From an optimization exercise on the open Yosys and OpenROAD flow, aimed at small area, a short achievable clock period and few clock cycles; shortcuts taken in it are not production practice. RTL that was checked went through simulation tests only; none was proved equivalent to the original. Only the layout flow was run in runs 3 and 4; the RTL was not checked for function there.

==> flow/design.v <==
module cu_booth_mul (
    input  wire [24:0] s,
    input  wire [17:0] m,
    input  wire        neg,
    input  wire [44:0] brow,
    input  wire [44:0] ck,
    output wire [44:0] ps,
    output wire [44:0] pc
);
    wire [19:0] mx = {m[17], m, 1'b0};
    wire [25:0] s1 = {s[24], s};
    wire [25:0] s2 = {s, 1'b0};
    wire [44:0] row [0:11];
    reg  [44:0] nb;
    genvar i;
    generate
        for (i = 0; i < 9; i = i + 1) begin : g_row
            wire b2 = mx[2*i+2], b1 = mx[2*i+1], b0 = mx[2*i];
            wire one = b1 ^ b0;
            wire two = (b2 & ~b1 & ~b0) | (~b2 & b1 & b0);
            wire ng  = b2 ^ neg;
            wire [25:0] sel = one ? s1 : (two ? s2 : 26'd0);
            wire [25:0] r   = sel ^ {26{ng}};
            wire [25:0] u   = {~r[25], r[24:0]};
            assign row[i] = {19'd0, u} << (2*i);
        end
    endgenerate
    integer k;
    always @(*) begin
        nb = 45'd0;
        for (k = 0; k < 9; k = k + 1)
            nb[2*k] = mx[2*k+2] ^ neg;
    end
    assign row[9]  = nb;
    assign row[10] = brow;
    assign row[11] = ck;
    function [89:0] csa;
        input [44:0] a, b, c;
        begin
            csa = {((a & b) | (a & c) | (b & c)) << 1, a ^ b ^ c};
        end
    endfunction
    wire [89:0] l1a = csa(row[0], row[1], row[2]);
    wire [89:0] l1b = csa(row[3], row[4], row[5]);
    wire [89:0] l1c = csa(row[6], row[7], row[8]);
    wire [89:0] l1d = csa(row[9], row[10], row[11]);
    wire [89:0] l2a = csa(l1a[44:0], l1a[89:45], l1b[44:0]);
    wire [89:0] l2b = csa(l1b[89:45], l1c[44:0], l1c[89:45]);
    wire [89:0] l3a = csa(l2a[44:0], l2a[89:45], l2b[44:0]);
    wire [89:0] l3b = csa(l2b[89:45], l1d[44:0], l1d[89:45]);
    wire [89:0] l4a = csa(l3a[44:0], l3a[89:45], l3b[44:0]);
    wire [89:0] l5a = csa(l4a[44:0], l4a[89:45], l3b[89:45]);
    assign ps = l5a[44:0];
    assign pc = l5a[89:45];
endmodule
module cu_divstep (
    input  wire [34:0] r,
    input  wire [34:0] d,
    input  wire        f1,
    input  wire        f2,
    output wire        q1,
    output wire        q2,
    output wire        ge4,       
    output wire [34:0] r2
);
    wire [36:0] y  = {r, f1, f2};
    wire [37:0] s1 = {1'b0, y} - {3'b000, d};
    wire [37:0] s2 = {1'b0, y} - {2'b00, d, 1'b0};
    wire [37:0] s3 = {1'b0, y} - {2'b00, d, 1'b0} - {3'b000, d};
    wire ge1 = ~s1[37], ge2 = ~s2[37], ge3 = ~s3[37];
    assign q1 = ge2;
    wire [37:0] s4 = {1'b0, y} - {1'b0, d, 2'b00};
    assign ge4 = ~s4[37];
    assign q2 = ge2 ? ge3 : ge1;
    assign r2 = ge3 ? s3[34:0] : ge2 ? s2[34:0] : ge1 ? s1[34:0] : y[34:0];
endmodule
module cu_compensate (
    input  wire               clk,
    input  wire               rst,
    input  wire               start,
    input  wire        [15:0] cal_t1,      
    input  wire signed [15:0] cal_t2,
    input  wire signed [15:0] cal_t3,
    input  wire        [15:0] cal_p1,      
    input  wire signed [15:0] cal_p2,
    input  wire signed [15:0] cal_p3,
    input  wire signed [15:0] cal_p4,
    input  wire signed [15:0] cal_p5,
    input  wire signed [15:0] cal_p6,
    input  wire signed [15:0] cal_p7,
    input  wire signed [15:0] cal_p8,
    input  wire signed [15:0] cal_p9,
    input  wire        [19:0] adc_t,
    input  wire        [19:0] adc_p,
    output reg                done,
    output wire               err,         
    output wire        [31:0] temp,        
    output wire        [31:0] press_q8,    
    output wire        [24:0] press_pa     
);
    localparam W = 76;
    localparam [5:0] S_IDLE = 6'd0,  S_TA   = 6'd1,  S_TC   = 6'd2,  S_TB   = 6'd3,
                     S_TD   = 6'd4,  S_TDW  = 6'd5,  S_TF   = 6'd6,  S_TE   = 6'd7,
                     S_XS   = 6'd8,  S_XSW  = 6'd9,  S_ZS   = 6'd10, S_Y6   = 6'd11,
                     S_Y6W  = 6'd12, S_NS   = 6'd13, S_NSW  = 6'd14, S_MS   = 6'd15,
                     S_MSW  = 6'd16, S_DIVF = 6'd17, S_DSI  = 6'd18, S_DIVS = 6'd19,
                     S_DSCK = 6'd20, S_PAF  = 6'd21, S_PAFW = 6'd22, S_PAS0 = 6'd23,
                     S_PAS1 = 6'd24, S_PASW = 6'd25, S_PB   = 6'd26, S_PC   = 6'd27,
                     S_PE   = 6'd28, S_PEW  = 6'd29, S_DEGN = 6'd30, S_DNEG = 6'd31,
                     S_ERRX = 6'd32;
    localparam [3:0] C_T1 = 4'd0, C_T2 = 4'd1, C_T3 = 4'd2, C_P1 = 4'd3, C_P2 = 4'd4,
                     C_P3 = 4'd5, C_P4 = 4'd6, C_P5 = 4'd7, C_P6 = 4'd8, C_P7 = 4'd9,
                     C_P8 = 4'd10, C_P9 = 4'd11, C_AP = 4'd12;
    localparam [3:0] M_ZERO = 4'd0, M_CREG = 4'd1, M_CREG2 = 4'd2, M_ACC = 4'd3,
                     M_FIVE = 4'd4, M_SLO = 4'd5, M_VD = 4'd6, M_DD = 4'd7, M_VH = 4'd8;
    localparam [2:0] A_ZERO = 3'd0, A_ACC = 3'd1, A_DROP = 3'd2, A_TV1 = 3'd3, A_C1 = 3'd4,
                     A_N35 = 3'd5;
    localparam [2:0] B_ZERO = 3'd0, B_B3 = 3'd1, B_S20 = 3'd2, B_S17 = 3'd3,
                     B_N14 = 3'd5, B_ND = 3'd6, B_S14 = 3'd7;
    localparam [3:0] K_NONE = 4'd0, K_TD = 4'd2, K_TE = 4'd3, K_XSL = 4'd4,
                     K_ZS0 = 4'd5, K_NS0 = 4'd6, K_NS1 = 4'd7, K_MS0 = 4'd8, K_PE = 4'd9;
    localparam [3:0] WB_NONE = 4'd0, WB_PE = 4'd1, WB_ACC = 4'd2, WB_SA2S = 4'd3, WB_PV1 = 4'd4,
                     WB_TC = 4'd5, WB_V = 4'd6, WB_XL = 4'd7, WB_ZL = 4'd8, WB_NL = 4'd9,
                     WB_ML = 4'd10, WB_D = 4'd11, WB_DCK = 4'd12, WB_ACK = 4'd13, WB_PCL = 4'd14,
                     WB_VW = 4'd15;
    localparam [W-1:0] K0 = -((76'd1 << 25) + (76'd1 << 27) + (76'd1 << 29) + (76'd1 << 31) +
                              (76'd1 << 33) + (76'd1 << 35) + (76'd1 << 37) + (76'd1 << 39) +
                              (76'd1 << 41));
    localparam [44:0] CKB = (45'd1 << 43) + K0[44:0];
    localparam [W-1:0] KOFF0 = -(76'd1 << 44);
    localparam [W-1:0] KOFF1 = -(76'd1 << 61);
    reg  [5:0]   state;
    reg  [1:0]   j;           
    reg  [5:0]   cnt;         
    reg          pass2;       
    reg  [24:0]  S;
    reg  [19:0]  CREG, BREG;
    reg  [W-1:0] ACC, V;
    reg  [41:0]  D;
    reg  [17:0]  TC;
    reg          b3, sgnZ, sgnN, errr, errp;
    reg          D_slow;      
    reg          WV;          
    reg  [31:0]  OQ8;         
    reg  [24:0]  OPA;
    wire sgnQ = sgnN ^ sgnZ;
    wire [3:0] ev;
    assign ev[0] = (V[W-1:17] == {(W-17){V[W-1]}});
    assign ev[1] = (V[W-1:34] == {(W-34){V[W-1]}});
    assign ev[2] = (V[W-1:51] == {(W-51){V[W-1]}});
    assign ev[3] = (V[W-1:68] == {(W-68){V[W-1]}});
    wire [3:0] ed;
    assign ed[0] = (D[41:17] == {25{D[41]}});
    assign ed[1] = (D[41:34] == {8{D[41]}});
    assign ed[2] = 1'b1;
    wire [3:0] ew;
    assign ew[0] = (V[W-1:51] == {(W-51){V[W-1]}});
    assign ew[1] = (V[W-1:68] == {(W-68){V[W-1]}});
    assign ew[2] = 1'b1;
    assign ew[3] = 1'b1;
    assign ed[3] = 1'b1;
    reg  [5:0]  state_n;
    reg  [1:0]  j_n;
    reg         pass2_n;
    reg  [1:0]  c_mneg;       
    reg         c_last;
    reg  [1:0]  c_off;
    reg  [2:0]  c_asel;
    reg  [2:0]  c_bsel;
    reg  [3:0]  c_k;
    reg  [3:0]  c_wb;
    wire        dneg_v;
    wire        dbig;         
    wire        q1, q2;
    always @(*) begin
        state_n = state; j_n = j; pass2_n = pass2;
        case (state)
            S_IDLE: if (start) state_n = S_TA;
            S_TA:   state_n = S_TC;
            S_TC:   state_n = S_TB;
            S_TB:   state_n = S_TD;
            S_TD:   state_n = S_TDW;
            S_TDW:  state_n = S_TF;
            S_TF:   state_n = S_TE;
            S_TE:   begin state_n = S_XS; j_n = 2'd0; end
            S_XS:   begin j_n = j + 2'd1; if (c_last) begin j_n = 2'd0; state_n = S_XSW; end end
            S_XSW:  state_n = S_ZS;
            S_ZS:   begin
                j_n = j + 2'd1;
                if (j == 2'd0 && c_mneg[0] != sgnZ) j_n = 2'd0;
                else if (c_last) begin j_n = 2'd0; state_n = S_Y6; end
            end
            S_Y6:   state_n = S_Y6W;
            S_Y6W:  state_n = S_NS;
            S_NS:   begin j_n = j + 2'd1; if (c_last) begin j_n = 2'd0; state_n = S_MS; end end
            S_NSW:  state_n = S_MS;
            S_MS:   begin
                j_n = j + 2'd1;
                if (j == 2'd1 && c_mneg[0] != sgnN) j_n = 2'd0;
                else if (c_last) begin j_n = 2'd0; state_n = S_MSW; end
            end
            S_MSW:  state_n = (D == 42'd0) ? S_DEGN : S_DIVF;
            S_DIVF: begin
                j_n = 2'd0; pass2_n = 1'b0;
                if (cnt == 6'd0 && dneg_v)  state_n = S_DNEG;
                else if (cnt == 6'd0 && dbig) state_n = S_DSI;
                else if (cnt == 6'd16) begin state_n = S_PB; j_n = 2'd1; pass2_n = 1'b0; end
            end
            S_DSI:  state_n = S_DIVS;
            S_DIVS: if (cnt == 6'd37) state_n = S_DSCK;
            S_DSCK: state_n = (V[W-1:53] != {(W-53){1'b0}}) ? S_ERRX : S_PAS0;
            S_PAF:  begin state_n = S_PAFW; j_n = 2'd0; pass2_n = 1'b0; end
            S_PAFW: state_n = S_PB;
            S_PAS0: state_n = S_PAS1;
            S_PAS1: begin state_n = S_PASW; j_n = 2'd0; pass2_n = 1'b0; end
            S_PASW: state_n = S_PB;
            S_PB: begin
                j_n = j + 2'd1;
                if (c_last) begin
                    j_n = 2'd0;
                    if (D_slow && !pass2) pass2_n = 1'b1;
                    else                  state_n = S_PC;
                end
            end
            S_PC:   begin j_n = j + 2'd1; if (c_last) begin j_n = 2'd0; state_n = S_PE; end end
            S_PE:   state_n = S_PEW;
            S_DNEG: state_n = S_PAF;
            default: state_n = S_IDLE;    
        endcase
    end
    reg  [3:0]  n_msel;
    reg         n_vxor;
    reg  [1:0]  n_mneg;
    reg         n_last;
    reg  [1:0]  n_off;
    reg  [2:0]  n_asel;
    reg  [2:0]  n_bsel;
    reg  [3:0]  n_k;
    reg  [3:0]  n_wb;
    wire        evn = ev[j_n];
    wire [5:0]  state_d = (state == S_IDLE) ? S_IDLE :
                          (state == S_DIVF) ? ((cnt == 6'd11) ? S_PAF :
                                               (cnt == 6'd15) ? S_PB :
                                               (cnt == 6'd16) ? S_PB : S_DIVF) : state_n;
    wire        wvn = WV | (state == S_DIVF);
    wire        edn = wvn ? ew[j_n] : ed[j_n];
    always @(*) begin
        n_msel = M_ZERO; n_vxor = 1'b0; n_mneg = 2'd0; n_last = 1'b0;
        n_off = 2'd0; n_asel = A_ZERO; n_bsel = B_ZERO; n_k = K_NONE; n_wb = WB_NONE;
        case (state_d)
            S_TC: begin n_msel = M_SLO; n_wb = WB_SA2S; end
            S_TB: begin n_msel = M_CREG2; n_bsel = B_B3; n_wb = WB_ACC; end
            S_TD: begin n_msel = M_CREG; n_asel = A_TV1; n_k = K_TD; n_wb = WB_PV1; end
            S_TF: begin n_msel = M_CREG; n_bsel = B_S20; n_wb = WB_V; end
            S_TE: begin n_msel = M_FIVE; n_k = K_TE; n_wb = WB_TC; end
            S_XS: begin
                n_msel = M_VD; n_last = (j_n != 2'd0) && evn; n_off = j_n;
                n_asel = (j_n == 2'd0) ? A_ZERO : A_ACC;
                n_k = n_last ? K_XSL : K_NONE;
                n_wb = n_last ? WB_XL : WB_ACC;
            end
            S_ZS: begin
                n_msel = M_VD; n_mneg = {1'b0, sgnZ}; n_last = (j_n != 2'd0) && evn; n_off = j_n;
                n_asel = (j_n == 2'd0) ? A_ZERO : A_ACC;
                n_k = (j_n == 2'd0) ? K_ZS0 : K_NONE;
                n_wb = n_last ? WB_ZL : WB_ACC;
            end
            S_Y6: begin n_msel = M_CREG; n_bsel = B_S17; n_wb = WB_V; end
            S_NS: begin
                n_msel = M_VD; n_mneg = 2'd1; n_last = (j_n != 2'd0) && evn; n_off = j_n;
                n_asel = (j_n == 2'd0) ? A_N35 : A_ACC;
                n_bsel = (j_n == 2'd1) ? B_N14 : B_ZERO;
                n_k = (j_n == 2'd0) ? K_NS0 : (j_n == 2'd1) ? K_NS1 : K_NONE;
                n_wb = n_last ? WB_NL : WB_ACC;
            end
            S_MS: begin
                n_msel = (j_n == 2'd0 && state == S_NS) ? M_ACC : M_VD;
                n_mneg = {1'b0, sgnN}; n_last = (j_n[1] == 1'b1) && evn; n_off = j_n;
                n_asel = (j_n == 2'd0) ? A_ZERO : A_ACC;
                n_bsel = (j_n == 2'd0) ? B_ND : B_ZERO;
                n_k = (j_n == 2'd0) ? K_MS0 : K_NONE;
                n_wb = n_last ? WB_ML : WB_ACC;
            end
            S_PAF:  begin n_msel = M_CREG; n_wb = (state == S_DIVF) ? WB_VW : WB_D; end
            S_PAS0: begin n_msel = M_CREG; n_wb = WB_ACC; end
            S_PAS1: begin n_msel = M_CREG; n_off = 2'd1; n_asel = A_ACC; n_wb = WB_DCK; end
            S_PB: begin
                n_msel = wvn ? M_VH : M_DD;
                if (pass2_n) begin
                    n_off = j_n; n_asel = A_ACC; n_last = edn;
                end else begin
                    n_off = (j_n == 2'd0) ? 2'd0 : j_n - 2'd1;
                    n_asel = (j_n == 2'd0) ? A_ZERO : (j_n == 2'd1) ? A_DROP : A_ACC;
                    n_last = (j_n != 2'd0) && edn;
                end
                n_wb = (n_last && (pass2_n || !D_slow)) ? WB_ACK : WB_ACC;
            end
            S_PC: begin
                n_msel = M_VD; n_vxor = 1'b1;
                n_off = (j_n == 2'd0) ? 2'd0 : j_n - 2'd1;
                n_asel = (j_n == 2'd0) ? A_C1 : (j_n == 2'd1) ? A_DROP : A_ACC;
                n_bsel = (j_n == 2'd1) ? B_S14 : B_ZERO;
                n_last = (j_n != 2'd0) && (WV ? (j_n == 2'd1) : evn);    
                n_wb = n_last ? WB_PCL : WB_ACC;
            end
            S_PE: begin n_asel = A_ACC; n_k = K_PE; n_wb = WB_PE; end
            default: ;
        endcase
    end
    always @(posedge clk) begin
        c_mneg <= n_mneg; c_last <= n_last;
        c_off <= n_off; c_asel <= n_asel; c_bsel <= n_bsel; c_k <= n_k;
        if (rst) c_wb <= WB_NONE;
        else     c_wb <= n_wb;
    end
    wire last = c_last;
    wire mneg = c_mneg[0];
    reg  [3:0]  jv;           
    reg  [8:0]  mv;           
    reg         vxr;          
    always @(posedge clk) begin
        jv  <= 4'd1 << j_n;
        mv  <= 9'd1 << n_msel;
        vxr <= n_vxor & sgnQ;
    end
    wire [16:0] vdig0 = ({17{jv[0]}} & V[16:0])  | ({17{jv[1]}} & V[33:17])
                      | ({17{jv[2]}} & V[50:34]) | ({17{jv[3]}} & V[67:51]);
    wire        vsgn0 = (jv[0] & V[17]) | (jv[1] & V[34]) | (jv[2] & V[51]) | (jv[3] & V[68]);
    wire [16:0] vdig = vdig0 ^ {17{vxr}};
    wire        vsgn = WV ? vxr : (vsgn0 ^ vxr);     
    wire [16:0] hdig = ({17{jv[0]}} & V[50:34]) | ({17{jv[1]}} & V[67:51])
                     | ({17{jv[2] | jv[3]}} & {{9{V[W-1]}}, V[W-1:68]});
    wire        hsgn = (jv[0] & V[51]) | (jv[1] & V[68]) | ((jv[2] | jv[3]) & V[W-1]);
    wire [16:0] ddig = ({17{jv[0]}} & D[16:0]) | ({17{jv[1]}} & D[33:17])
                     | ({17{jv[2] | jv[3]}} & {{9{D[41]}}, D[41:34]});
    wire        dsgn = (jv[0] & D[17]) | (jv[1] & D[34]) | ((jv[2] | jv[3]) & D[41]);
    wire [17:0] M = ({18{mv[M_CREG]}}  & CREG[17:0])
                  | ({18{mv[M_CREG2]}} & {CREG[16:0], 1'b0})
                  | ({18{mv[M_FIVE]}}  & 18'd5)
                  | ({18{mv[M_SLO]}}   & S[17:0])
                  | ({18{mv[M_VD]}}    & {last & vsgn, vdig})
                  | ({18{mv[M_DD]}}    & {last & dsgn, ddig})
                  | ({18{mv[M_ACC]}}   & {1'b0, ACC[16:0]})
                  | ({18{mv[M_VH]}}    & {last & hsgn, hdig});
    wire [43:0] cr_s = {{24{CREG[19]}}, CREG};
    wire [43:0] br_s = {{24{BREG[19]}}, BREG};
    wire [43:0] cr_z = {24'd0, CREG};
    reg  [43:0] bb;
    always @(*) begin
        case (c_bsel)
            B_B3:  bb = b3 ? cr_s : 44'd0;
            B_S20: bb = br_s << 20;
            B_S17: bb = br_s << 17;
            B_N14: bb = ~(cr_z << 14);                       
            B_ND:  bb = sgnQ ? ~{2'b00, D} : 44'd0;         
            B_S14: bb = cr_s << 14;
            default: bb = 44'd0;
        endcase
    end
    wire [44:0] brow = {1'b0, ~bb[43], bb[42:0]};           
    reg  [44:0] ck;
    always @(*) begin
        case (c_k)
            K_TD:  ck = CKB - (45'd128000 << 14);
            K_TE:  ck = CKB + 45'd640128;
            K_XSL: ck = jv[1] ? CKB + (45'd1 << 38) :         
                        jv[2] ? CKB + (45'd1 << 21) : CKB + (45'd1 << 4);
            K_ZS0: ck = sgnZ ? (CKB + (45'd1 << 33) - 45'd1) : CKB;
            K_NS0: ck = CKB + 45'd1;
            K_NS1: ck = CKB + (45'd1 << 34) + 45'd1;
            K_MS0: ck = sgnQ ? (CKB + 45'd1) : CKB;
            K_PE:  ck = CKB + (45'd1 << 17);
            default: ck = CKB;
        endcase
    end
    wire [44:0] Ps, Pc;
    cu_booth_mul u_mul (.s(S), .m(M), .neg(mneg), .brow(brow), .ck(ck), .ps(Ps), .pc(Pc));
    reg [44:0] PSR, PCR;
    reg [3:0]  off2;          
    reg [5:0]  asel2;         
    reg [3:0]  wb2;
    always @(posedge clk) begin
        PSR   <= Ps;
        PCR   <= Pc;
        off2  <= 4'd1 << c_off;
        asel2 <= 6'd1 << c_asel;
        if (rst) wb2 <= WB_NONE;
        else     wb2 <= c_wb;
    end
    wire [W-1:0] Psp = ({W{off2[0]}} & {31'd0, PSR})
                     | ({W{off2[1]}} & {14'd0, PSR, 17'd0})
                     | ({W{off2[2]}} & {PSR[41:0], 34'd0})
                     | ({W{off2[3]}} & {PSR[24:0], 51'd0});
    wire [W-1:0] Pcp = ({W{off2[0]}} & {31'd0, PCR})
                     | ({W{off2[1]}} & {14'd0, PCR, 17'd0})
                     | ({W{off2[2]}} & {PCR[41:0], 34'd0})
                     | ({W{off2[3]}} & {PCR[24:0], 51'd0});
    wire [W-1:0] kc  = ({W{off2[0]}} & KOFF0) | ({W{off2[1]}} & KOFF1);
    wire [W-1:0] Aterm = ({W{asel2[A_ACC]}}  & ACC)
                       | ({W{asel2[A_DROP]}} & {{17{ACC[W-1]}}, ACC[W-1:17]})
                       | ({W{asel2[A_TV1]}}  & {ACC[W-4:11], 14'd0})
                       | ({W{asel2[A_C1]}}   & {ACC[W-12:8], 19'd0})
                       | ({W{asel2[A_N35]}}  & ~({{(W-20){BREG[19]}}, BREG} << 35));    
    wire [W-1:0] T = Psp + Pcp + Aterm + kc;
    wire Asame41 = (ACC[W-1:41] == {(W-41){ACC[W-1]}});
    wire Asame62 = (ACC[W-1:62] == {(W-62){ACC[W-1]}});
    reg  chk41, chk63;        
    reg         dfast;        
    always @(posedge clk) dfast <= (state_n == S_DIVF);
    wire        f1 = dfast ? V[33] : V[W-1];
    wire        f2 = dfast ? V[32] : V[W-2];
    wire [34:0] r2;
    assign dneg_v = V[W-1];
    wire        ge4;
    cu_divstep u_div (.r(ACC[34:0]), .d(D[34:0]), .f1(f1), .f2(f2), .q1(q1), .q2(q2), .ge4(ge4),
                      .r2(r2));
    assign dbig = ge4 | (ACC[37:35] != 3'd0);
    reg [3:0]  csel;
    reg        cload;
    reg [19:0] cin;
    always @(*) begin
        case (csel)
            C_T1: cin = {4'd0, cal_t1};
            C_T2: cin = {{4{cal_t2[15]}}, cal_t2};
            C_T3: cin = {{4{cal_t3[15]}}, cal_t3};
            C_P1: cin = {4'd0, cal_p1};
            C_P2: cin = {{4{cal_p2[15]}}, cal_p2};
            C_P3: cin = {{4{cal_p3[15]}}, cal_p3};
            C_P4: cin = {{4{cal_p4[15]}}, cal_p4};
            C_P5: cin = {{4{cal_p5[15]}}, cal_p5};
            C_P6: cin = {{4{cal_p6[15]}}, cal_p6};
            C_P7: cin = {{4{cal_p7[15]}}, cal_p7};
            C_P8: cin = {{4{cal_p8[15]}}, cal_p8};
            C_P9: cin = {{4{cal_p9[15]}}, cal_p9};
            default: cin = adc_p;
        endcase
    end
    always @(*) begin
        csel = C_T1; cload = 1'b0;
        case (state)
            S_IDLE: begin csel = C_T1; cload = start; end
            S_TA:   begin csel = C_T2; cload = 1'b1; end
            S_TB:   begin csel = C_T3; cload = 1'b1; end
            S_TD:   begin csel = C_P2; cload = 1'b1; end
            S_TDW:  begin csel = C_P3; cload = 1'b1; end
            S_TF:   begin csel = C_P1; cload = 1'b1; end
            S_XS:   begin csel = C_P5; cload = last; end
            S_ZS:   begin csel = C_P6; cload = last; end
            S_Y6:   begin csel = C_P4; cload = 1'b1; end
            S_NS:   begin csel = (j == 2'd0) ? C_AP : C_P9; cload = (j == 2'd0) | last; end
            S_PAF:  begin csel = C_P8; cload = 1'b1; end
            S_DIVF: begin csel = C_P8; cload = (cnt == 6'd12); end
            S_PAS1: begin csel = C_P8; cload = 1'b1; end
            S_PB:   begin csel = C_P7; cload = last & (pass2 | ~D_slow); end
            default: ;
        endcase
    end
    wire [W-1:0] Vsx = V ^ {W{sgnQ}};                
    wire [24:0]  ph_lo = {8'd0, Vsx[29:13]};
    wire [24:0]  ph_hi = Vsx[54:30];
    wire [16:0]  a_sub = {1'b0, S[15:0]} - {1'b0, CREG[15:0]};     
    always @(posedge clk) begin
        if (cload) begin
            CREG <= cin;
            BREG <= CREG;
        end
        state <= rst ? S_IDLE : state_n;
        j     <= j_n;
        pass2 <= pass2_n;
        chk41 <= ~rst & (wb2 == WB_DCK);
        chk63 <= ~rst & (wb2 == WB_ACK);
        if (rst) begin
            done  <= 1'b0;
            sgnZ  <= 1'b0;            
            sgnN  <= 1'b0;
        end else begin
            done <= 1'b0;
            if ((chk41 && !Asame41) || (chk63 && !Asame62)) errp <= 1'b1;
            case (state)
                S_IDLE: if (start) begin
                    S  <= {9'd0, adc_t[19:4]};
                    b3 <= adc_t[3];
                    errp <= 1'b0;
                    WV <= 1'b0;
                end
                S_TA: S <= {{8{a_sub[16]}}, a_sub};
                S_XS: if (last) S <= {9'd0, CREG[15:0]};
                S_ZS: if (last) S <= {D[23], D[23:0]};
                S_NS: if (last) S <= 25'd3125;
                S_MSW: cnt <= 6'd0;
                S_DIVF: begin
                    cnt <= cnt + 6'd1;
                    if (!(cnt == 6'd0 && (dneg_v || dbig))) begin
                        ACC <= {{(W-35){1'b0}}, r2};
                        V[33:0] <= {V[31:0], q1, q2};
                        if (cnt == 6'd0) V[W-1:34] <= {(W-34){1'b0}};
                        if (cnt == 6'd11) begin
                            S <= {4'b0000, V[21:1]} ^ {25{sgnQ}};
                            D_slow <= 1'b0;
                            WV <= 1'b1;
                        end
                    end
                end
                S_DSI: begin
                    ACC <= {W{1'b0}};
                    cnt <= 6'd0;
                end
                S_DIVS: begin
                    ACC <= {{(W-35){1'b0}}, r2};
                    V <= {V[W-3:0], q1, q2};
                    cnt <= cnt + 6'd1;
                end
                S_DSCK: begin
                    S <= ph_lo;
                    D_slow <= 1'b1;
                    WV <= 1'b0;
                end
                S_PAS0: S <= ph_hi;
                S_PAS1: S <= ph_lo;
                S_PB: if (last) begin
                    if (D_slow && !pass2) S <= ph_hi;
                    else S <= {5'd0, ~CREG[15], {3{CREG[15]}}, CREG[15:0]};    
                end
                S_PEW: begin
                    errr <= errp | (V[W-1:42] != {(W-42){1'b0}});
                    done <= 1'b1;
                end
                S_DEGN: begin
                    OQ8 <= 32'd0;
                    OPA <= 25'd0;
                    errr <= 1'b0;
                    done <= 1'b1;
                end
                S_DNEG: begin
                    V <= {W{1'b1}};                       
                    S <= 25'd0;
                    D_slow <= 1'b0;
                    WV <= 1'b0;
                end
                S_ERRX: begin
                    errr <= 1'b1;
                    done <= 1'b1;
                end
                default: ;
            endcase
            case (wb2)
                WB_ACC:  ACC <= T;
                WB_SA2S: S <= T[36:12];
                WB_PV1: begin
                    S <= T[38:14];
                    D <= {{18{T[37]}}, T[37:14]};
                end
                WB_TC:   TC <= T[25:8];
                WB_V:    V <= T;
                WB_XL: begin
                    ACC <= T;
                    V <= {{8{T[W-1]}}, T[W-1:8]};
                    sgnZ <= T[W-1];
                end
                WB_ZL: begin
                    ACC <= T;
                    D <= {6'd0, T[68:33]};
                end
                WB_NL: begin
                    ACC <= T;
                    V <= T;
                    sgnN <= T[W-1];
                end
                WB_ML: begin
                    V <= T;
                    ACC <= {{34{T[W-1]}}, T[W-1:34]};
                end
                WB_D:    D <= T[41:0];
                WB_VW:   V[W-1:34] <= T[41:0];
                WB_DCK: begin
                    D <= T[41:0];
                    ACC <= T;
                end
                WB_ACK:  ACC <= T;
                WB_PCL: begin
                    ACC <= T;
                    V <= T;
                    OQ8 <= T[41:10];
                end
                WB_PE:   OPA <= T[42:18];
                default: ;
            endcase
        end
    end
    assign err      = errr;
    assign temp     = {{14{TC[17]}}, TC};
    assign press_q8 = OQ8;
    assign press_pa = OPA;
endmodule
==> flow/flow/run.sh <==
#!/bin/bash
# Layout flow: the standard flow (standard.sh, standard synthesis unchanged) with three
# changes to how the layout is made: the port buffers are buf_1 cells instead of delay
# buffers, clock-tree sink clusters of up to 30 flip-flops, and the timing repair steps
# aim for 19 ns of setup slack at the design's period.
# make's full output goes to flow.log; each ORFS step keeps its own log under orfs/logs.
set -uo pipefail
bash standard.sh BUFFER_PORTS_ARGS="-buffer_cell sky130_fd_sc_hd__buf_1" \
  CTS_CLUSTER_SIZE=30 SETUP_SLACK_MARGIN=19 finish > flow.log 2>&1
==> flow/standard.sh <==
#!/bin/bash
# synth_recipe.tcl (not shown) runs the flow's synth.tcl, then flattens the netlist and writes it again
# the make line also repeats each setting of config.mk as NAME=value (left out here)
make -C /OpenROAD-flow-scripts/flow DESIGN_CONFIG=/design/flow/config.mk WORK_HOME=/design/flow/orfs CLKGATE_MAP_FILE= SYNTH_SCRIPT=/design/flow/synth_recipe.tcl "${@:-finish}"
==> flow/config.mk <==
export PLATFORM = sky130hd
export DESIGN_NAME = cu_compensate
export DESIGN_NICKNAME = cu_compensate
export VERILOG_FILES = /design/flow/design.v
export SDC_FILE = /design/flow/constraint.sdc
export NUM_CORES = 8
export LEC_CHECK = 0
export CAP_MARGIN = 20
export CORE_MARGIN = 2
export CORE_UTILIZATION = 40
export SLEW_MARGIN = 20
==> flow/constraint.sdc <==
create_clock -name core_clock -period 25.0 [get_ports {clk}]
set_input_delay 5.0000 -clock core_clock [delete_from_list [all_inputs] [get_ports {clk}]]
set_output_delay 5.0000 -clock core_clock [all_outputs]
set_load 0.01 [all_outputs]
==> results of run 1 <==
metal layers:
metal / global-route usage (%) / routed length [µm] / up-vias
li1: - / - / 23900
met3: 11.8 / 37000 / 1097
met4: 26.1 / 24300 / 12
met2: 57.9 / 122000 / 4249
met1: 48.7 / 106000 / 28100
met5: 0 / 103 / -
cell usage after synthesis (all sizes together) (113+ instances only):
master / instances / share of area [%]
ha: 365 / 8.2
a21oi: 363 / 3.3
clkbuf: 335 / 2.3
a22oi: 232 / 3.1
nand2: 564 / 3.8
a22o: 131 / 2.1
dfxtp: 144 / 5.2
a221oi: 136 / 2.1
buf: 134 / 1.2
fa: 349 / 13
xor2: 245 / 3.9
nand3: 113 / 1.0
o21ai: 378 / 3.4
inv: 500 / 3.4
edfxtp: 345 / 19
xnor2: 263 / 4.2
nor2: 400 / 2.7
a222oi: 118 / 2.1
registers in the layout, summed over array words and instances, names as in the netlist, 5 cells and up:
| name | flops |
|---|---|
| ACC | 76 |
| BREG | 20 |
| CREG | 20 |
| D | 42 |
| OPA | 25 |
| OQ8 | 32 |
| PCR | 42 |
| PSR | 43 |
| S | 25 |
| TC | 18 |
| V | 76 |
| asel2 | 5 |
| cnt | 6 |
| mv | 8 |
| state | 6 |
per-stage QoR:
step	worst slack [ps]	hold WS (ps)	util, %
floorplan	17160	402	-
global placement	17300	517	43.0
detailed placement	17310	532	43.0
CTS	18540	575	45.6
global route	18540	589	46.7
finish	18560	566	46.8
cells by family (layout without fill, tap and decap cells):
kind of cell    Yosys count  count (layout)  share of synthesized area, %
fa+ha+maj               714             714                          20.7
other cells               0              13                             0
compound gates         2049            2050                          26.3
flops                   489             489                          23.7
mux                      99              99                          1.79
xor+xnor                508             509                          8.05
buf+inv                 972            1295                          6.87
simple gates           1506            1507                          12.6
worst max-delay path, stage by stage:
cell,delay [ps]
buf_12,120
nand2_8,70
o2111ai_4,100
or4b_4,570
o21ai_4,190
or2_4,190
a21o_1,150
nor4b_4,270
a31oi_4,140
o31a_1,180
worst min path at each step:
stage              from  endpoint  slack (ps)  cells after the start
2_1_floorplan  c_off[1]   off2[0]         400                      1
5_1_grt         c_wb[2]    wb2[2]         590                      1
6_report       c_off[0]   off2[2]         570                      1
3_3_place_gp   c_off[0]   off2[0]         520                      1
4_1_cts        c_off[0]   off2[2]         580                      1
3_5_place_dp   c_off[0]   off2[0]         530                      1
final cells by class:
cell class	count	area, µm²	area share [%]
Antenna cell	13	32.5	0.0500
Clock buffer	74	1670	2.56
Clock inverter	38	579	0.891
Inverter	503	1900	2.93
Multi-Input combinational cell	4879	40600	62.5
Sequential cell	489	13300	20.4
Tap cell	1876	2350	3.61
Timing Repair Buffer	680	4580	7.05
what timing repair did:
| action | CTS | global route |
|---|---|---|
| gates resized for setup | 137 | 196 |
| hold buffers | 0 | 0 |
| cloned | 2 | 4 |
| setup buffers | 73 | 81 |
| pin swaps | 32 | 58 |
| endpoints found under the setup margin | 501 | 382 |
==> results.py, run 1 <==
metrics = {
    "run_status": {
        "status": "finished clean",
    },
    "routing": {
        "drcViolationCount": 0,
        "first_pass_iters": 13,
        "drt.antenna.violating_nets": 0,
        "wl_per_cell_um": 33.9,
        "wirelength_um": 290000,
        "vias": 57400,
        "viasPerCell": 6.71,
        "drt_iter0_drc": 9756,
    },
    "worst_setup_path": {
        "cp_data_required_time_ps": 25570,
        "startpoint_type": "primary input",
        "r2r-start": "ACC[15]",
        "critPathKind": "in2reg",
        "cp.arrival_ps": 7010,
        "endpoint_kind": "flop",
        "endpoint": "c_wb[2]",
        "path_max_fanout": 5,
        "r2r_cells": 19,
        "r2r_slack_ps": 19010,
        "crit_start": "start",
        "reg2reg_to": "ACC[6]",
    },
    "sta": {
        "tns_ps": 0,
        "worstMarginPinSlew_ps": 1220,
        "fmax_mhz": 155,
        "finalMaxSlewViolations": 0,
        "clock_skew_ps": 65.2,
        "hold_viol_final": 0,
        "post-route-period-util_pct": 25.8,
        "slew_headroom_pct": 18.0,
        "setup_violations": 0,
        "rsz0062_at_grt": "true",
        "min_period_ps": 6440,
    },
    "placed_design": {
        "place_hpwl_um": 218000,
        "gp_congestion": 1.04,
        "post_dp_cell_area_um2": 59800,
        "io_buffers": 322,
        "placed_cells": 8265,
    },
    "clock_network": {
        "cts_buffers": 59,
        "insertion_delay_ps": 740,
        "clock-sinks": 489,
        "cts_tree": "done",
        "cts_buffer_depth": 3,
        "cts-htree-levels": 2,
        "cts_root_buf": "clkbuf_16",
        "clk_pin_slew_worst_paths_ps": 70,
    },
    "final_layout": {
        "fin_cells": 8552,
        "final_common_cell": "nand2_1",
        "fin_area_um2": 65000,
        "nets": 7561,
        "fill_cells": 13400,
        "drive_above_1_share_pct": 12.8,
        "layout_common_cells": "nand2_1, inv_1, nor2_1",
        "area_growth_pct": 16.4,
    },
    "grt": {
        "first_global_vias": 53400,
        "grt_overflow": 0,
        "grt_start_max_net_pins": 88,
        "grt_pass1_wl_um": 399000,
        "grt_antenna_before_repair": 22,
        "grt_usage_pct": 39.0,
    },
    "floorplan": {
        "rows": 137,
        "pin_count": 326,
        "core_area_um2": 139000,
        "dieWidth_um": 378,
        "initial_core_util_pct": 40.2,
        "die-area_um2": 143000,
        "dieHeight_um": 378,
    },
    "yosys": {
        "synthCells": 6337,
        "synth_edf_count": 345,
        "syn_nets": 7286,
        "synth_cell_type_count": 116,
        "synth_area_per_cell_um2": 8.81,
        "yosys_register_bits": 489,
        "synthArstFlopShare_pct": 0,
        "synth-main-ff-cell": "edfxtp_1",
        "ys_warn_count": 2,
        "seq_area_frac_synth_pct": 23.7,
        "synth_area_um2": 55800,
    },
    "worst_hold_path": {
        "worstHoldPathType": "reg2reg",
    },
    "flow_run": {
        "max-cap-violations": 0,
    },
}
Testbench counts, summed over its fixed seeds: cycles 17,280.
==> run 2: changes to the inputs <==
==> flow/flow/run.sh (replaced) <==
#!/bin/bash
# Layout flow: the standard flow (standard.sh, standard synthesis unchanged) with three
# changes to how the layout is made: the port buffers are buf_1 cells instead of delay
# buffers, the clock tree uses clkbuf_8 cells, and the timing repair steps aim for 19 ns of
# setup slack at the design's period.
# make's full output goes to flow.log; each ORFS step keeps its own log under orfs/logs.
set -uo pipefail
bash standard.sh BUFFER_PORTS_ARGS="-buffer_cell sky130_fd_sc_hd__buf_1" \
  CTS_BUF_LIST="sky130_fd_sc_hd__clkbuf_8" SETUP_SLACK_MARGIN=19 finish > flow.log 2>&1
==> run 2 against run 1 <==
- final cell count increased by 0.51%
- via count increased by 0.23%
- register-to-register slack about the same
- clock skew increased by 14 ps
- design area decreased by 0.88%
- non-clock buffer count decreased by 21
- clock-buffer cell count increased by 36
- core utilization decreased by 0.41 points
- sequential share of layout area increased by 0.18 points
- synthesized area unchanged
- critical path type is now reg2out
==> results.py, run 2 <==
metrics = {
    "sta": {
        "worstMarginPinSlew_ps": 1350,
        "min_period_ps": 6560,
        "hold_viol_final": 0,
        "slew_headroom_pct": 9.37,
        "setup_violations": 0,
        "rsz0062_at_grt": "true",
        "setup_slack_ps": 18440,
        "tns_ps": 0,
        "post-route-period-util_pct": 26.2,
        "fmax_mhz": 153,
        "finalMaxSlewViolations": 0,
        "clock_skew_ps": 78.9,
    },
    "yosys": {
        "yosys_register_bits": 489,
        "synth_area_leaders": "edfxtp_1, fa_1, ha_1, dfxtp_1, xnor2_1",
        "yosys.area.top_type_share_pct": 18.6,
        "synthCells": 6337,
        "synthArstFlopShare_pct": 0,
        "seq_area_frac_synth_pct": 23.7,
        "synth-xor-area-share_pct": 8.05,
        "synth_most_common_cell": "nand2_1",
        "yosysTopAreaCell": "edfxtp_1",
        "ys_warn_count": 2,
        "synth-adder-area-share_pct": 20.7,
        "synthSimpleGateAreaFrac_pct": 12.6,
        "synth_edf_count": 345,
        "synth_area_per_cell_um2": 8.81,
        "synth_compound_area_share_pct": 26.3,
        "synthMuxAreaShare_pct": 1.79,
        "synth-main-ff-cell": "edfxtp_1",
        "synth_top_family_by_area": "compound AO/OA/AOI/OAI gates",
        "synth_area_um2": 55800,
        "syn_nets": 7286,
        "synth_common_cells": "nand2_1, inv_1, nor2_1",
        "synth_cell_type_count": 116,
    },
    "clock_network": {
        "cts-htree-levels": 3,
        "clock-sinks": 489,
        "cts_buffers": 95,
        "clk_pin_slew_worst_paths_ps": 60,
        "cts_hold_buf": 0,
        "cts_buffer_depth": 3,
        "insertion_delay_ps": 890,
        "cts_tree": "done",
        "cts_root_buf": "clkbuf_8",
    },
    "worst_setup_path": {
        "endpoint_kind": "primary output",
        "startpoint_type": "flop",
        "cp.arrival_ps": 1560,
        "critPathKind": "reg2out",
        "cp_data_required_time_ps": 20000,
        "path_max_fanout": 15,
    },
    "routing": {
        "drt.antenna.violating_nets": 0,
        "viasPerCell": 6.69,
        "drcViolationCount": 0,
        "first_pass_iters": 12,
        "highest_layer": "met5",
        "drt_iter0_drc": 9491,
        "wl_per_cell_um": 33.6,
        "vias": 57500,
        "wl_met1_um": 105000,
        "wl_met3_um": 37100,
        "wirelength_um": 289000,
        "met2_length_um": 122000,
    },
    "floorplan": {
        "dieWidth_um": 378,
        "initial_core_util_pct": 40.2,
        "rows": 137,
        "dieHeight_um": 378,
        "die-area_um2": 143000,
        "core_area_um2": 139000,
        "pin_count": 326,
    },
    "final_layout": {
        "seqCellArea_um2": 13300,
        "nets": 7575,
        "multi_input_area_um2": 40600,
        "largest_registers": "ACC x76, V x76, PSR x43",
        "area_growth_pct": 15.4,
        "fill_cells": 13500,
        "final_common_cell": "nand2_1",
        "layout_common_cells": "nand2_1, inv_1, nor2_1",
        "drive_above_1_share_pct": 12.9,
    },
    "worst_hold_path": {
        "worstHoldPathType": "reg2reg",
    },
    "grt": {
        "grt_start_max_net_pins": 88,
        "grt_overflow": 0,
        "grt_usage_pct": 39.1,
        "first_global_vias": 53800,
        "grt_pass1_wl_um": 399000,
        "grt_antenna_before_repair": 25,
    },
    "placed_design": {
        "place_hpwl_um": 218000,
        "dpl_worst_slack_ps": 17310,
        "gp_congestion": 1.04,
        "io_buffers": 322,
    },
    "run_status": {
        "status": "finished clean",
    },
    "flow_run": {
        "max-cap-violations": 0,
    },
}
[run 2: final timing paths]
| kind | start | to | slack (ps) | depth (start not counted) |
|---|---|---|---|---|
| worst max-delay path | TC[17] | temp[24] | 18440 | 2 |
| worst min-delay path | c_off[0] | off2[2] | 540 | 1 |
| worst min register to register | c_off[0] | off2[2] | 540 | 1 |
| worst max register to register | jv[3] | PSR[14] | 19020 | 16 |
[run 2: cell families after synthesis]
group | after synthesis
compound gates | 2049
xor+xnor | 508
fa+ha+maj | 714
buf+inv | 972
flops | 489
mux | 99
simple gates | 1506
[run 2: layer usage]
metal / global-route usage (%) / vias up
met4: 26.5 / 12
met2: 58.1 / 4292
met5: 0 / -
met1: 48.1 / 28100
met3: 12.5 / 1149
li1: - / 24000
[run 2: repair_timing]
action | CTS | global route
gates cloned | 2 | 3
resized for setup | 129 | 200
buffers inserted | 68 | 65
endpoints found under the setup margin | 499 | 359
pin swaps | 33 | 53
[run 2: worst max-delay path, stage by stage, from the launching register on]
cell and delay [ps]:
edfxtp_1 410, buf_12 160, buf_1 130
[run 2: area by class of cell]
| type | instances | area share, % |
|---|---|---|
| diodes | 17 | 0.0660 |
| clock buffers | 110 | 2.35 |
| clock inverters | 64 | 0.631 |
| inverters | 503 | 2.95 |
| multi-input cells | 4878 | 63.0 |
| flip-flops and latches | 489 | 20.6 |
| well taps | 1876 | 3.64 |
| repair buffers | 659 | 6.80 |
[run 2: per-stage QoR]
stage          util, %  cell area (µm²)  hold slack (ps)  instances
6_report          46.3            64400              541       8596
5_1_grt           46.3            64400              578       8581
4_1_cts           45.3            63000              536       8509
3_5_place_dp      43.0            59800              532       8265
3_3_place_gp      43.0            59700              517       8263
2_1_floorplan        -            56100              402       6337
==> run 3: changes to the inputs <==
--- a/flow/design.v
+++ b/flow/design.v
@@ -121,3 +121,3 @@
                      K_ZS0 = 4'd5, K_NS0 = 4'd6, K_NS1 = 4'd7, K_MS0 = 4'd8, K_PE = 4'd9;
-    localparam [3:0] WB_NONE = 4'd0, WB_PE = 4'd1, WB_ACC = 4'd2, WB_SA2S = 4'd3, WB_PV1 = 4'd4,
+    localparam [3:0] WB_NONE = 4'd0, WB_ACC = 4'd2, WB_SA2S = 4'd3, WB_PV1 = 4'd4,
                      WB_TC = 4'd5, WB_V = 4'd6, WB_XL = 4'd7, WB_ZL = 4'd8, WB_NL = 4'd9,
@@ -143,4 +143,2 @@
     reg          WV;          
-    reg  [31:0]  OQ8;         
-    reg  [24:0]  OPA;
     wire sgnQ = sgnN ^ sgnZ;
@@ -305,3 +303,3 @@
             end
-            S_PE: begin n_asel = A_ACC; n_k = K_PE; n_wb = WB_PE; end
+            S_PE: begin n_asel = A_ACC; n_k = K_PE; n_wb = WB_ACC; end
             default: ;
@@ -528,4 +526,4 @@
                 S_DEGN: begin
-                    OQ8 <= 32'd0;
-                    OPA <= 25'd0;
+                    ACC <= {W{1'b0}};
+                    V <= {W{1'b0}};
                     errr <= 1'b0;
@@ -582,5 +580,3 @@
                     V <= T;
-                    OQ8 <= T[41:10];
                 end
-                WB_PE:   OPA <= T[42:18];
                 default: ;
@@ -591,4 +587,4 @@
     assign temp     = {{14{TC[17]}}, TC};
-    assign press_q8 = OQ8;
-    assign press_pa = OPA;
+    assign press_q8 = V[41:10];
+    assign press_pa = ACC[42:18];
 endmodule
==> flow/flow/run.sh (replaced) <==
#!/bin/bash
# Layout flow: the standard flow (standard.sh, standard synthesis unchanged) with two
# changes to how the layout is made: the port buffers are buf_1 cells instead of delay
# buffers, and the timing repair steps aim for 19 ns of setup slack at the design's period.
# make's full output goes to flow.log; each ORFS step keeps its own log under orfs/logs.
set -uo pipefail
bash standard.sh BUFFER_PORTS_ARGS="-buffer_cell sky130_fd_sc_hd__buf_1" \
  SETUP_SLACK_MARGIN=19 finish > flow.log 2>&1
==> run 3 against run 2 <==
- still clean on timing, DRC and antenna
- clock-buffer cell count decreased by 34
- die area decreased by 2.8%
- final cell count decreased by 1.4%
- global-route usage increased by 1.4 points
- setup slack got worse by 120 ps
- critical path type is now in2reg
- largest cell class unchanged
==> results.py, run 3 <==
metrics = {
    "run_status": {
        "status": "finished clean",
    },
    "grt": {
        "grt_pass1_wl_um": 402000,
        "use_met2_pct": 57.1,
        "first_global_vias": 53300,
        "use_met3_pct": 13.7,
        "grt_start_max_net_pins": 88,
        "grt_overflow": 0,
        "grt_usage_pct": 40.5,
        "grt_antenna_before_repair": 21,
        "top_usage_layer": "met2",
        "grtUsageMet1_pct": 52.4,
    },
    "worst_setup_path": {
        "critPathKind": "in2reg",
        "r2r_cells": 26,
        "cp.arrival_ps": 7260,
        "startpoint_type": "primary input",
        "path_max_fanout": 5,
        "reg2reg_to": "ACC[7]",
        "crit_slowest_cell": "or4_4",
        "critical_path.cell_chain": "buf_1, buf_6, nand2_4, a2111o_1, nand4_1, nor2_2, a41o_4, or4_4, nor2_4, nor4_2, a41o_1, a31oi_1",
        "slowest_delay_ps": 450,
        "endpoint_kind": "flop",
        "r2r_slack_ps": 18650,
        "cp_data_required_time_ps": 25580,
        "r2r-start": "V[75]",
    },
    "yosys": {
        "synth_area_um2": 54300,
        "synthCells": 6342,
        "synth_most_common_cell": "nand2_1",
        "synth_edf_count": 288,
        "synth-main-ff-cell": "edfxtp_1",
        "synthArstFlopShare_pct": 0,
        "yosys.area.top_type_share_pct": 15.9,
        "seq_area_frac_synth_pct": 21.3,
        "yosys_register_bits": 432,
        "synth_area_leaders": "edfxtp_1, fa_1, ha_1, dfxtp_1, xor2_1",
        "synth_top_family_by_area": "compound AO/OA/AOI/OAI gates",
        "syn_nets": 7291,
        "synth_cell_type_count": 89,
        "synth-xor-area-share_pct": 7.54,
        "ys_warn_count": 2,
        "synth_compound_area_share_pct": 27.2,
        "synthMuxAreaShare_pct": 2.13,
        "synth_area_per_cell_um2": 8.56,
        "synth_common_cells": "nand2_1, inv_1, clkbuf_1",
        "synthSimpleGateAreaFrac_pct": 12.9,
        "yosysTopAreaCell": "edfxtp_1",
        "synth-adder-area-share_pct": 21.3,
    },
    "sta": {
        "hold_viol_final": 0,
        "tns_ps": 0,
        "setup_violations": 0,
        "clock_skew_ps": 50.2,
        "rsz0062_at_grt": "true",
        "worstMarginPinSlew_ps": 1280,
        "post-route-period-util_pct": 26.7,
        "fmax_mhz": 150,
        "min_period_ps": 6680,
        "finalMaxSlewViolations": 0,
        "slew_headroom_pct": 13.8,
    },
    "floorplan": {
        "pin_count": 326,
        "dieHeight_um": 372,
        "initial_core_util_pct": 40.2,
        "core_area_um2": 135000,
        "die-area_um2": 139000,
        "dieWidth_um": 372,
        "rows": 135,
    },
    "placed_design": {
        "io_buffers": 322,
        "placed_cells": 8099,
        "gp_congestion": 1.03,
        "place_hpwl_um": 212000,
    },
    "clock_network": {
        "cts_buffers": 53,
        "clk_pin_slew_worst_paths_ps": 70,
        "insertion_delay_ps": 690,
        "cts_root_buf": "clkbuf_16",
        "cts_tree": "done",
        "cts-htree-levels": 2,
        "cts_hold_buf": 0,
        "clock-sinks": 432,
        "cts_buffer_depth": 3,
    },
    "final_layout": {
        "drive_above_1_share_pct": 14.1,
        "final_common_cell": "nand2_1",
        "layout_common_cells": "nand2_1, inv_1, buf_4",
        "fin_cells": 8479,
        "seqCellArea_um2": 11600,
        "fill_cells": 13100,
        "area_growth_pct": 17.0,
        "largest_registers": "ACC x76, V x76, PSR x43",
        "multi_input_area_um2": 40500,
        "nets": 7593,
    },
    "routing": {
        "wl_per_cell_um": 34.5,
        "first_pass_iters": 12,
        "vias": 57700,
        "drt_iter0_drc": 10500,
        "wirelength_um": 293000,
        "drcViolationCount": 0,
        "drt.antenna.violating_nets": 0,
        "viasPerCell": 6.81,
    },
    "flow_run": {
        "max-cap-violations": 0,
    },
    "worst_hold_path": {
        "worst_hold_path.endpoint": "wb2[1]",
        "min_from": "c_wb[1]",
        "worstHoldPathType": "reg2reg",
        "holdPathStages": 1,
    },
}
## run 3: changes by cell type in the layout (fill, tap and decap cells not counted), moves of 22 or more
| cell | before | now |
|---|---|---|
| o21ai_1 | 53 | 18 |
| edfxtp_1 | 345 | 288 |
| buf_4 | 278 | 378 |
| a21o_1 | 106 | 136 |
| buf_1 | 248 | 272 |
| a211oi_1 | 25 | 51 |
| buf_6 | 24 | 48 |
| a21oi_1 | 339 | 368 |
| clkbuf_16 | 2 | 59 |
| xnor2_1 | 246 | 197 |
| inv_1 | 515 | 490 |
| clkbuf_8 | 111 | 10 |
| a22o_1 | 131 | 109 |
| nor2_1 | 382 | 347 |
## run 3: layout make-up
cell class	instances	share of cell area (%)
well taps	1781	3.51
diodes	10	0.0394
clock buffers	76	2.47
clock inverters	23	0.341
multi-input cells	4878	63.8
repair buffers	781	8.65
flip-flops and latches	432	18.2
inverters	498	2.95
## run 3: logic make-up after synthesis
family / count (synthesis)
multiplexers: 114
buffers and inverters: 1041
XOR/XNOR: 467
flip-flops: 432
AO/OA/AOI/OAI: 2078
AND/OR/NAND/NOR: 1496
adder cells (fa/ha/maj): 714
## run 3: through the flow
stage / hold slack (ps) / util (%) / setup WS (ps) / instance area [µm²]
final: 581 / 47.0 / 18320 / 63500
after global routing: 573 / 47.0 / 18260 / 63500
after CTS: 583 / 45.6 / 18360 / 61600
after detailed placement: 564 / 42.6 / 17410 / 57500
after global placement: 570 / 42.5 / 17390 / 57500
after floorplan: 402 / - / 18120 / 54400
## run 3: worst max path at each step
stage | endpoint | depth (start not counted) | start
floorplan | c_wb[2] | 10 | start
global placement | c_wb[1] | 10 | start
detailed placement | ACC[26] | 25 | V[33]
CTS | c_wb[3] | 12 | start
global route | c_wb[3] | 12 | start
finish | c_wb[3] | 12 | start
## run 3: metal layers
layer	vias to the layer above	wire [µm]	share of wire, %
li1	24000	-	-
met1	28100	108000	37
met2	4608	118000	40
met3	1058	42300	14
met4	12	24500	8.4
met5	-	94	0.032
## run 3: worst max-delay path, delay by kind of cell
| family | cells | cell delay [ps] |
|---|---|---|
| AO/OA/AOI/OAI | 4 | 1140 |
| AND/OR/NAND/NOR | 6 | 870 |
| buffers and inverters | 2 | 240 |
## run 3: repair_timing
action	in CTS	in global routing
pin swaps	38	69
gates resized for setup	160	265
setup buffers	175	79
cloned	11	4
endpoints found under the hold margin	0	0
endpoints found under the setup margin	486	371
==> run 4: changes to the inputs <==
==> flow/flow/run.sh (replaced) <==
#!/bin/bash
# Layout flow: the standard flow (standard.sh, standard synthesis unchanged) with two
# changes to how the layout is made: the port buffers are buf_1 cells instead of delay
# buffers, and the timing repair steps aim for 18.5 ns of setup slack at the design's period.
# make's full output goes to flow.log; each ORFS step keeps its own log under orfs/logs.
set -uo pipefail
bash standard.sh BUFFER_PORTS_ARGS="-buffer_cell sky130_fd_sc_hd__buf_1" \
  SETUP_SLACK_MARGIN=18.5 finish > flow.log 2>&1
==> run 4 against run 3 <==
- fmax grew 1.8%
- die area is the same
- still clean on timing, DRC and antenna
==> results.py, run 4 <==
metrics = {
    "placed_design": {
        "io_buffers": 322,
        "placed_cells": 8092,
        "post_dp_cell_area_um2": 57400,
        "place_hpwl_um": 209000,
        "gp_congestion": 1.05,
        "dpl_worst_slack_ps": 17130,
    },
    "worst_hold_path": {
        "worstHoldPathType": "reg2reg",
    },
    "yosys": {
        "synthCells": 6342,
        "synth_edf_count": 288,
        "synth_area_um2": 54300,
        "synth-main-ff-cell": "edfxtp_1",
        "yosys.area.top_type_share_pct": 15.9,
        "yosys_register_bits": 432,
        "seq_area_frac_synth_pct": 21.3,
        "synth_area_leaders": "edfxtp_1, fa_1, ha_1, dfxtp_1, xor2_1",
        "synthArstFlopShare_pct": 0,
        "syn_nets": 7291,
        "synth_common_cells": "nand2_1, inv_1, clkbuf_1",
        "ys_warn_count": 2,
        "synth_cell_type_count": 89,
        "yosysTopAreaCell": "edfxtp_1",
        "synth_most_common_cell": "nand2_1",
        "synth_area_per_cell_um2": 8.56,
    },
    "clock_network": {
        "cts_tree": "done",
        "cts-htree-levels": 2,
        "cts_buffers": 52,
        "cts_buffer_depth": 3,
        "clock-sinks": 432,
        "cts_root_buf": "clkbuf_16",
        "insertion_delay_ps": 700,
        "clk_pin_slew_worst_paths_ps": 60,
    },
    "routing": {
        "wl_per_cell_um": 33.8,
        "first_pass_iters": 14,
        "drcViolationCount": 0,
        "drt_iter0_drc": 10300,
        "wirelength_um": 282000,
        "vias": 56900,
        "drt.antenna.violating_nets": 0,
        "viasPerCell": 6.83,
    },
    "final_layout": {
        "final_common_cell": "nand2_1",
        "fin_util_pct": 44.9,
        "layout_common_cells": "nand2_1, inv_1, a21oi_1",
        "area_growth_pct": 11.9,
        "fin_cells": 8334,
        "multi_input_area_um2": 39600,
        "fin_area_um2": 60700,
        "nets": 7434,
        "seqCellArea_um2": 11600,
        "drive_above_1_share_pct": 9.36,
        "largest_registers": "ACC x76, V x76, PSR x43",
        "fill_cells": 13300,
    },
    "sta": {
        "rsz0062_at_grt": "true",
        "post-route-period-util_pct": 26.2,
        "finalMaxSlewViolations": 0,
        "fmax_mhz": 153,
        "tns_ps": 0,
        "min_period_ps": 6560,
        "worstMarginPinSlew_ps": 1280,
        "timing.hold.ws_ps": 554,
        "slew_headroom_pct": 14.8,
        "setup_slack_ps": 18440,
        "setup_violations": 0,
        "clock_skew_ps": 53.0,
        "hold_viol_final": 0,
    },
    "worst_setup_path": {
        "cp_data_required_time_ps": 25610,
        "cp.arrival_ps": 7170,
        "path_max_fanout": 4,
        "critPathKind": "in2reg",
        "startpoint_type": "primary input",
        "endpoint_kind": "flop",
    },
    "floorplan": {
        "core_area_um2": 135000,
        "dieWidth_um": 372,
        "die-area_um2": 139000,
        "rows": 135,
        "pin_count": 326,
        "dieHeight_um": 372,
        "initial_core_util_pct": 40.2,
    },
    "grt": {
        "grt_overflow": 0,
        "grt_start_max_net_pins": 88,
        "grt_antenna_before_repair": 41,
        "grt_usage_pct": 39.0,
        "first_global_vias": 52200,
        "grt_pass1_wl_um": 389000,
    },
    "flow_run": {
        "max-cap-violations": 0,
    },
    "run_status": {
        "status": "finished clean",
    },
}
==> run 4: cell counts after synthesis <==
Identical to the previous run, type by type.
==> run 4: critical path, stage by stage <==
cell and delay, ps:
buf_12 90, nand2_4 30, a2111o_1 390, nand4_1 120, nor2_1 70, a41o_2 330, buf_6 140, o41a_1 460
a41o_1 320, a41oi_2 210
==> run 4: layout make-up <==
cell class | instances | share of cell area (%)
Sequential cell | 432 | 19.0
Timing Repair Buffer | 631 | 6.10
Clock inverter | 35 | 0.598
Tap cell | 1781 | 3.67
Clock buffer | 63 | 2.28
Antenna cell | 24 | 0.0989
Inverter | 498 | 3.08
Multi-Input combinational cell | 4870 | 65.1
==> run 4: cells by family (layout without fill, tap and decap cells) <==
logic type	count (synthesis)	count (layout)	share of synthesized area (%)
and+or+nand+nor	1496	1496	12.9
AOI/OAI and AO/OA	2078	2078	27.2
buffers and inverters	1041	1227	7.75
xor gates and xnor gates	467	468	7.54
muxes	114	114	2.13
other	0	24	0
adders and majority gates	714	714	21.3
DFF	432	432	21.3
==> run 4: final timing paths <==
kind / startpoint / end / slack (ps) / cells after the start
max: start / c_wb[2] / 18440 / 10
min: c_wb[2] / wb2[2] / 550 / 1
max reg2reg: D[1] / ACC[26] / 18450 / 25
min reg2reg: c_wb[2] / wb2[2] / 550 / 1
==> run 4: layer usage <==
layer	routed length, µm	share of wire [%]	vias up	GRT usage, %
met2	115000	41	4573	55.9
met1	104000	37	27600	49.5
li1	-	-	23600	-
met3	38600	14	1108	13.8
met4	22700	8.1	28	24.8
met5	283	0.10	-	0.490
==> run 4: repair_timing <==
action	4_1_cts	5_1_grt
buffers inserted	61	55
setup endpoints to repair	209	218
pin swaps	13	13
hold buffers	0	0
gates resized for setup	52	53
cloned	1	3

-- what the ideal ports hide --
The flow's constraints put no driver on any port. The routed layouts listed below were extracted and timed again, unchanged, in two steps.
Step 1 sets driving cells, clkbuf_16 on the clock port and buf_2 on the other inputs (assumed; they add their load-dependent delay and slew).
Step 2 times the ports against the registers' clock, not the clock port: input delays grow and output delays shrink by t, the midpoint of the rising clock arrivals with the driver on.
a / b / c = no drivers / after step 1 / after step 2; a / b = the first two.
run	shift t [ns]	setup slack, ns	worst hold slack (ns)	worst setup path after step 2
run 1	0.780	18.560 / 18.495 / 17.803	0.566 / 0.566 / 0.566	input to register
run 2	0.917	18.444 / 18.375 / 17.732	0.541 / 0.541 / 0.541	input to register
run 3	0.733	18.323 / 18.368 / 17.635	0.581 / 0.581 / 0.581	input to register
run 4	0.740	18.444 / 18.418 / 17.703	0.554 / 0.554 / 0.554	input to register
After both steps every run listed still meets setup and hold. The setup slack of run 1, which loses most, moves by -0.065 ns with the drivers and by -0.757 ns with both steps.
